Source: an optimization exercise on an open RTL-to-GDS flow (aim: small area, a short achievable clock period and few clock cycles per item). Production flows keep margins and buffers that such runs may drop. Where RTL was checked, it was by simulation tests only, not by an equivalence proof against the original.

==> inputs of exp/violet <==
Design sa_transform, start of the top module:
module sa_transform (
    input  wire        clk,
    input  wire        rst,           
    input  wire        in_valid,
    output wire        in_ready,
    input  wire [7:0]  in_sample,     
    output wire        out_valid,
    input  wire        out_ready,
    output wire [2:0]  out_bar,
    output wire [33:0] out_mag
);
    localparam W  = 64;
    localparam B  = 8;
    localparam AW = 20;               
    reg [5:0]   cnt;                  
    reg         d;                    
    reg [2:0]   dj;                   
    reg [7:0]   dsel;                 
    reg [7:0]   clrv;                 
    reg         blk;                  
    reg         xv;                   
    reg [7:0]   xin;                  
    reg         xp1;                  
    reg         xpl;                  
    reg [5:0]   fpos;                 
    reg         xbk;                  
    reg [7:0]   xu;                   
    reg [9:0]   x3;                   
    reg [9:0]   xn;                   
    reg [7:0]   zu;                   
    reg [9:0]   z3;                   
    reg [9:0]   zn;                   
    reg         xlast;                
    reg [127:0] creg;                 
    reg         v1, v2, v3, ov, sv;   
    reg [2:0]   b1, b2, b3, obar, sbar;  
    assign in_ready = !blk;
    wire take = in_valid && !blk && !rst;
    wire       ofree = !ov || out_ready;
    wire       adv   = !sv;                      
    wire       push  = v3 && adv;                
    wire       sv_n  = !ofree && (sv || push);
    wire       cap   = d && adv;                 
    wire       d_n   = xlast || (d && !(cap && dj == B - 1));
    wire [2:0] dj_n  = xlast ? 3'd0 : cap ? dj + 3'd1 : dj;
  ...
==> flow/config.mk <==
export PLATFORM = sky130hd
export DESIGN_NAME = sa_transform
export DESIGN_NICKNAME = sa_transform
export VERILOG_FILES = /design/flow/design.v
export SDC_FILE = /design/flow/constraint.sdc
export NUM_CORES = 4
export LEC_CHECK = 0
export CAP_MARGIN = 20
export CORE_MARGIN = 2
export CORE_UTILIZATION = 55
export PLACE_DENSITY = 0.7
export SLEW_MARGIN = 20
export SYNTH_MEMORY_MAX_BITS = 16384
==> flow/constraint.sdc <==
create_clock -name core_clock -period 10.0 [get_ports {clk}]
set_input_delay 2.0000 -clock core_clock [delete_from_list [all_inputs] [get_ports {clk}]]
set_output_delay 2.0000 -clock core_clock [all_outputs]
set_load 0.01 [all_outputs]
standard.sh (not shown) runs the stock make flow with config.mk's settings and CLKGATE_MAP_FILE= SYNTH_SCRIPT=/design/flow/synth_recipe.tcl, a recipe that flattens the netlist after the stock synthesis.
==> flow/flow/run.sh <==
#!/bin/bash
set -euo pipefail
bash standard.sh SETUP_SLACK_MARGIN=6.5 finish > standard.log 2>&1
==> inputs of exp/garnet, as changes to exp/violet <==
--- a/flow/design.v
+++ b/flow/design.v
@@ -53,85 +53,71 @@
     output wire [33:0] out_mag
 );
     localparam W  = 64;
     localparam B  = 8;
     localparam AW = 20;               
     reg [5:0]   cnt;                  
+    reg [5:0]   fpos;                 
     reg         d;                    
     reg [2:0]   dj;                   
     reg [7:0]   dsel;                 
     reg [7:0]   clrv;                 
     reg         blk;                  
-    reg         xv;                   
-    reg [7:0]   xin;                  
-    reg         xp1;                  
-    reg         xpl;                  
-    reg [5:0]   fpos;                 
-    reg         xbk;                  
     reg [7:0]   xu;                   
     reg [9:0]   x3;                   
     reg [9:0]   xn;                   
     reg [7:0]   zu;                   
     reg [9:0]   z3;                   
     reg [9:0]   zn;                   
     reg         xlast;                
     reg [127:0] creg;                 
-    reg         v1, v2, v3, ov, sv;   
-    reg [2:0]   b1, b2, b3, obar, sbar;  
+    reg         v1, v2, ov, sv;       
+    reg [2:0]   b1, b2, obar, sbar;   
     assign in_ready = !blk;
     wire take = in_valid && !blk && !rst;
     wire       ofree = !ov || out_ready;
     wire       adv   = !sv;                      
-    wire       push  = v3 && adv;                
+    wire       push  = v2 && adv;                
     wire       sv_n  = !ofree && (sv || push);
     wire       cap   = d && adv;                 
     wire       d_n   = xlast || (d && !(cap && dj == B - 1));
     wire [2:0] dj_n  = xlast ? 3'd0 : cap ? dj + 3'd1 : dj;
     wire       cap_n = d_n && !sv_n;             
-    wire       mv    = xv && !rst && !(xp1 && d && !(cap && dj == B - 1));
-    wire       xv_n  = take || (xv && !mv);
-    wire       xp1_n = take ? cnt == 6'd1 : xp1;
-    wire [7:0] u_x = xin ^ 8'h80;
-    wire [7:0] z_x = xbk ? ~u_x : u_x;
+    wire [5:0] cnt_n = take ? cnt + 6'd1 : cnt;
+    wire [5:0] fpos_n = cnt_n > 6'd32 ? 6'd0 - cnt_n : cnt_n;
+    wire [7:0] u_in = in_sample ^ 8'h80;
+    wire [7:0] z_in = cnt > 6'd32 ? ~u_in : u_in;
     wire [127:0] coefs;
     sa_coef_rom u_rom (.pos(fpos), .coefs(coefs));
     integer i;
     always @(posedge clk) begin
         creg <= coefs;
-        xu   <= mv ? u_x : 8'd0;
-        x3   <= mv ? {2'b00, u_x} + {1'b0, u_x, 1'b0} : 10'd0;
-        xn   <= mv ? 10'd0 - {2'b00, u_x} : 10'd0;
-        zu   <= mv ? z_x : 8'd0;
-        z3   <= mv ? {2'b00, z_x} + {1'b0, z_x, 1'b0} : 10'd0;
-        zn   <= mv ? 10'd0 - {2'b00, z_x} : 10'd0;
-        if (take) begin
-            xin  <= in_sample;
-            xp1  <= cnt == 6'd1;
-            xpl  <= cnt == W - 1;
-            fpos <= cnt > 6'd32 ? 6'd0 - cnt : cnt;
-            xbk  <= cnt > 6'd32;
-        end
+        xu   <= take ? u_in : 8'd0;
+        x3   <= take ? {2'b00, u_in} + {1'b0, u_in, 1'b0} : 10'd0;
+        xn   <= take ? 10'd0 - {2'b00, u_in} : 10'd0;
+        zu   <= take ? z_in : 8'd0;
+        z3   <= take ? {2'b00, z_in} + {1'b0, z_in, 1'b0} : 10'd0;
+        zn   <= take ? 10'd0 - {2'b00, z_in} : 10'd0;
         for (i = 0; i < B; i = i + 1) begin
             dsel[i] <= d_n && dj_n == i;
             clrv[i] <= rst || (cap_n && dj_n == i);
         end
         if (rst) begin
             cnt   <= 6'd0;
-            xv    <= 1'b0;
+            fpos  <= 6'd0;
             xlast <= 1'b0;
             d     <= 1'b0;
             dj    <= 3'd0;
             blk   <= 1'b0;
         end else begin
-            if (take)
-                cnt <= cnt + 6'd1;
-            xv    <= xv_n;
-            xlast <= mv && xpl;
+            cnt   <= cnt_n;
+            fpos  <= fpos_n;
+            xlast <= take && cnt == W - 1;
             d     <= d_n;
             dj    <= dj_n;
-            blk   <= xv_n && xp1_n && d_n && !(cap_n && dj_n == B - 1);
+            blk   <= cnt_n == 6'd1 && d_n && !(cap_n && dj_n == B - 1);
         end
     end
     wire [AW-1:0] s_a [0:B-1];
     wire [AW-1:0] c_a [0:B-1];
     wire [AW-1:0] s_b [0:B-1];
     wire [AW-1:0] c_b [0:B-1];
@@ -163,66 +149,58 @@
             sb_m = sb_m | ({AW{dsel[i]}} & s_b[i]);
             cb_m = cb_m | ({AW{dsel[i]}} & c_b[i]);
         end
     end
     wire [AW-1:0] va = sa_m + ca_m;              
     wire [AW-1:0] vb = sb_m + cb_m;              
-    reg [AW-1:0] ra, rb;                         
-    wire [14:0]  wa2 = ra[18:4] ^ {15{ra[19]}};
-    wire         ea2 = ra[19] && ra[3:0] == 4'd0;
-    wire [14:0]  wb2 = rb[18:4] ^ {15{rb[19]}};
-    wire         eb2 = rb[19] && rb[3:0] == 4'd0;
+    reg [14:0]   wa, wb;
+    reg          ea, eb;
     reg [123:0] q;                              
-    reg [30:0]   m3;                             
     reg [30:0]   omag;
     reg [30:0]   smag;                           
     wire [123:0] q_n;
     wire [30:0]   mag2;
-    sa_sq1 u_sq1 (.wa(wa2), .ea(ea2), .wb(wb2), .eb(eb2), .y(q_n));
+    sa_sq1 u_sq1 (.wa(wa), .ea(ea), .wb(wb), .eb(eb), .y(q_n));
     sa_sq2 u_sq2 (.y(q), .z(mag2));
     always @(posedge clk) begin
         if (rst) begin
             v1 <= 1'b0;
             v2 <= 1'b0;
-            v3 <= 1'b0;
             ov <= 1'b0;
             sv <= 1'b0;
         end else begin
             sv <= sv_n;
             if (ofree)
                 ov <= sv || push;
             if (adv) begin
                 v1 <= d;
                 v2 <= v1;
-                v3 <= v2;
             end
         end
         if (ofree) begin
             if (sv) begin
                 obar <= sbar;
                 omag <= smag;
             end else if (push) begin
-                obar <= b3;
-                omag <= m3;
+                obar <= b2;
+                omag <= mag2;
             end
         end else if (push) begin
-            sbar <= b3;
-            smag <= m3;
-        end
-        if (adv && v2) begin
-            b3 <= b2;
-            m3 <= mag2;
+            sbar <= b2;
+            smag <= mag2;
         end
         if (adv && v1) begin
             b2 <= b1;
             q  <= q_n;
         end
         if (cap) begin
             b1 <= dj;
-            ra <= va;
-            rb <= vb;
+            wa <= va[18:4] ^ {15{va[19]}};
+            ea <= va[19] && va[3:0] == 4'd0;
+            wb <= vb[18:4] ^ {15{vb[19]}};
+            eb <= vb[19] && vb[3:0] == 4'd0;
         end
     end
     assign out_valid = ov;
     assign out_bar   = obar;
     assign out_mag   = {3'b000, omag};
 endmodule
==> inputs of exp/quartz, as changes to exp/violet <==
--- a/flow/design.v
+++ b/flow/design.v
@@ -53,85 +53,71 @@
     output wire [33:0] out_mag
 );
     localparam W  = 64;
     localparam B  = 8;
     localparam AW = 20;               
     reg [5:0]   cnt;                  
+    reg [5:0]   fpos;                 
     reg         d;                    
     reg [2:0]   dj;                   
     reg [7:0]   dsel;                 
     reg [7:0]   clrv;                 
     reg         blk;                  
-    reg         xv;                   
-    reg [7:0]   xin;                  
-    reg         xp1;                  
-    reg         xpl;                  
-    reg [5:0]   fpos;                 
-    reg         xbk;                  
     reg [7:0]   xu;                   
     reg [9:0]   x3;                   
     reg [9:0]   xn;                   
     reg [7:0]   zu;                   
     reg [9:0]   z3;                   
     reg [9:0]   zn;                   
     reg         xlast;                
     reg [127:0] creg;                 
-    reg         v1, v2, v3, ov, sv;   
-    reg [2:0]   b1, b2, b3, obar, sbar;  
+    reg         v1, v2, ov, sv;       
+    reg [2:0]   b1, b2, obar, sbar;   
     assign in_ready = !blk;
     wire take = in_valid && !blk && !rst;
     wire       ofree = !ov || out_ready;
     wire       adv   = !sv;                      
-    wire       push  = v3 && adv;                
+    wire       push  = v2 && adv;                
     wire       sv_n  = !ofree && (sv || push);
     wire       cap   = d && adv;                 
     wire       d_n   = xlast || (d && !(cap && dj == B - 1));
     wire [2:0] dj_n  = xlast ? 3'd0 : cap ? dj + 3'd1 : dj;
     wire       cap_n = d_n && !sv_n;             
-    wire       mv    = xv && !rst && !(xp1 && d && !(cap && dj == B - 1));
-    wire       xv_n  = take || (xv && !mv);
-    wire       xp1_n = take ? cnt == 6'd1 : xp1;
-    wire [7:0] u_x = xin ^ 8'h80;
-    wire [7:0] z_x = xbk ? ~u_x : u_x;
+    wire [5:0] cnt_n = take ? cnt + 6'd1 : cnt;
+    wire [5:0] fpos_n = cnt_n > 6'd32 ? 6'd0 - cnt_n : cnt_n;
+    wire [7:0] u_in = in_sample ^ 8'h80;
+    wire [7:0] z_in = cnt > 6'd32 ? ~u_in : u_in;
     wire [127:0] coefs;
     sa_coef_rom u_rom (.pos(fpos), .coefs(coefs));
     integer i;
     always @(posedge clk) begin
         creg <= coefs;
-        xu   <= mv ? u_x : 8'd0;
-        x3   <= mv ? {2'b00, u_x} + {1'b0, u_x, 1'b0} : 10'd0;
-        xn   <= mv ? 10'd0 - {2'b00, u_x} : 10'd0;
-        zu   <= mv ? z_x : 8'd0;
-        z3   <= mv ? {2'b00, z_x} + {1'b0, z_x, 1'b0} : 10'd0;
-        zn   <= mv ? 10'd0 - {2'b00, z_x} : 10'd0;
-        if (take) begin
-            xin  <= in_sample;
-            xp1  <= cnt == 6'd1;
-            xpl  <= cnt == W - 1;
-            fpos <= cnt > 6'd32 ? 6'd0 - cnt : cnt;
-            xbk  <= cnt > 6'd32;
-        end
+        xu   <= take ? u_in : 8'd0;
+        x3   <= take ? {2'b00, u_in} + {1'b0, u_in, 1'b0} : 10'd0;
+        xn   <= take ? 10'd0 - {2'b00, u_in} : 10'd0;
+        zu   <= take ? z_in : 8'd0;
+        z3   <= take ? {2'b00, z_in} + {1'b0, z_in, 1'b0} : 10'd0;
+        zn   <= take ? 10'd0 - {2'b00, z_in} : 10'd0;
         for (i = 0; i < B; i = i + 1) begin
             dsel[i] <= d_n && dj_n == i;
             clrv[i] <= rst || (cap_n && dj_n == i);
         end
         if (rst) begin
             cnt   <= 6'd0;
-            xv    <= 1'b0;
+            fpos  <= 6'd0;
             xlast <= 1'b0;
             d     <= 1'b0;
             dj    <= 3'd0;
             blk   <= 1'b0;
         end else begin
-            if (take)
-                cnt <= cnt + 6'd1;
-            xv    <= xv_n;
-            xlast <= mv && xpl;
+            cnt   <= cnt_n;
+            fpos  <= fpos_n;
+            xlast <= take && cnt == W - 1;
             d     <= d_n;
             dj    <= dj_n;
-            blk   <= xv_n && xp1_n && d_n && !(cap_n && dj_n == B - 1);
+            blk   <= cnt_n == 6'd1 && d_n && !(cap_n && dj_n == B - 1);
         end
     end
     wire [AW-1:0] s_a [0:B-1];
     wire [AW-1:0] c_a [0:B-1];
     wire [AW-1:0] s_b [0:B-1];
     wire [AW-1:0] c_b [0:B-1];
@@ -163,66 +149,58 @@
             sb_m = sb_m | ({AW{dsel[i]}} & s_b[i]);
             cb_m = cb_m | ({AW{dsel[i]}} & c_b[i]);
         end
     end
     wire [AW-1:0] va = sa_m + ca_m;              
     wire [AW-1:0] vb = sb_m + cb_m;              
-    reg [AW-1:0] ra, rb;                         
-    wire [14:0]  wa2 = ra[18:4] ^ {15{ra[19]}};
-    wire         ea2 = ra[19] && ra[3:0] == 4'd0;
-    wire [14:0]  wb2 = rb[18:4] ^ {15{rb[19]}};
-    wire         eb2 = rb[19] && rb[3:0] == 4'd0;
+    reg [14:0]   wa, wb;
+    reg          ea, eb;
     reg [123:0] q;                              
-    reg [30:0]   m3;                             
     reg [30:0]   omag;
     reg [30:0]   smag;                           
     wire [123:0] q_n;
     wire [30:0]   mag2;
-    sa_sq1 u_sq1 (.wa(wa2), .ea(ea2), .wb(wb2), .eb(eb2), .y(q_n));
+    sa_sq1 u_sq1 (.wa(wa), .ea(ea), .wb(wb), .eb(eb), .y(q_n));
     sa_sq2 u_sq2 (.y(q), .z(mag2));
     always @(posedge clk) begin
         if (rst) begin
             v1 <= 1'b0;
             v2 <= 1'b0;
-            v3 <= 1'b0;
             ov <= 1'b0;
             sv <= 1'b0;
         end else begin
             sv <= sv_n;
             if (ofree)
                 ov <= sv || push;
             if (adv) begin
                 v1 <= d;
                 v2 <= v1;
-                v3 <= v2;
             end
         end
         if (ofree) begin
             if (sv) begin
                 obar <= sbar;
                 omag <= smag;
             end else if (push) begin
-                obar <= b3;
-                omag <= m3;
+                obar <= b2;
+                omag <= mag2;
             end
         end else if (push) begin
-            sbar <= b3;
-            smag <= m3;
-        end
-        if (adv && v2) begin
-            b3 <= b2;
-            m3 <= mag2;
+            sbar <= b2;
+            smag <= mag2;
         end
         if (adv && v1) begin
             b2 <= b1;
             q  <= q_n;
         end
         if (cap) begin
             b1 <= dj;
-            ra <= va;
-            rb <= vb;
+            wa <= va[18:4] ^ {15{va[19]}};
+            ea <= va[19] && va[3:0] == 4'd0;
+            wb <= vb[18:4] ^ {15{vb[19]}};
+            eb <= vb[19] && vb[3:0] == 4'd0;
         end
     end
     assign out_valid = ov;
     assign out_bar   = obar;
     assign out_mag   = {3'b000, omag};
 endmodule
==> flow/run.sh (new file) <==
#!/bin/bash
# synth_recipe.tcl (not shown) runs the flow's synth.tcl, then flattens the netlist and writes it again
# the make line also repeats each setting of config.mk as NAME=value (left out here)
make -C /OpenROAD-flow-scripts/flow DESIGN_CONFIG=/design/flow/config.mk WORK_HOME=/design/flow/orfs CLKGATE_MAP_FILE= SYNTH_SCRIPT=/design/flow/synth_recipe.tcl finish
Settings changed: CORE_UTILIZATION 55 to 40, PLACE_DENSITY 0.7 to 0.6.
removed: flow/flow/run.sh
removed: flow/standard.sh
==> flow_summary.toml <==
[placed_design]
placed_area_um2 = 80300

[routing]
drt_iter0_markers = 6995

[finish]
fin_util_pct = 61.1
n_all_buffers = 263

[run_status]
status = "no timing/DRC/antenna violations"
[end of results for exp/violet]
==> flow_summary.toml <==
[placed_design]
placed_area_um2 = 79000

[run_status]
status = "no timing/DRC/antenna violations"

[finish]
fin_util_pct = 60.9
n_all_buffers = 232

[sta]
timing.final.ws_setup_ns = 6.39

[routing]
drt_iter0_markers = 7018
[end of results for exp/garnet]
==> flow_summary.toml <==
[run_status]
status = "no timing/DRC/antenna violations"

[finish]
fin_util_pct = 43.7
n_all_buffers = 143
multi_input_area_um2 = 48300
[end of results for exp/quartz]
Testbench counts of exp/garnet, summed over its fixed seeds: cycles 6,856, windows 96.
Testbench counts of exp/quartz, summed over its fixed seeds: cycles 6,856, windows 96.
Only the layout flow was run in exp/violet; the RTL was not checked for function there.

separate check: timing with driven ports:
No port has a modelled driver above. Below, the same layouts with a new extraction and two added sets of constraints. Step 1 (the two cells are an assumption about what drives the block):
set clk [get_ports {clk}]
set_driving_cell -lib_cell sky130_fd_sc_hd__clkbuf_16 $clk
set_driving_cell -lib_cell sky130_fd_sc_hd__buf_2 [delete_from_list [all_inputs] $clk]
Step 2 also shifts input and output timing later by t, the mid clock arrival at the registers, as if the neighbouring blocks saw the same clock. Three values: ideal, step 1, step 2; two values: the first two.
| run | t, ns | setup WS [ns] | worst setup path at the end | clock arrival spread, ns | pins driven straight from the clock port |
|---|---|---|---|---|---|
| exp/violet | 0.859 | 6.403 / 6.403 / 6.048 | input to register | 0.057 / 0.057 | 1 |
| exp/garnet | 0.837 | 6.392 / 6.392 / 5.888 | input to register | 0.062 / 0.061 | 1 |
| exp/quartz | 0.881 | 5.134 / 5.134 / 4.728 | input to register | 0.039 / 0.039 | 1 |
After both steps setup and hold are still met in every run listed. For exp/garnet, which loses most, drivers alone change the setup slack by 0.000 ns; drivers and shift together by -0.504 ns.
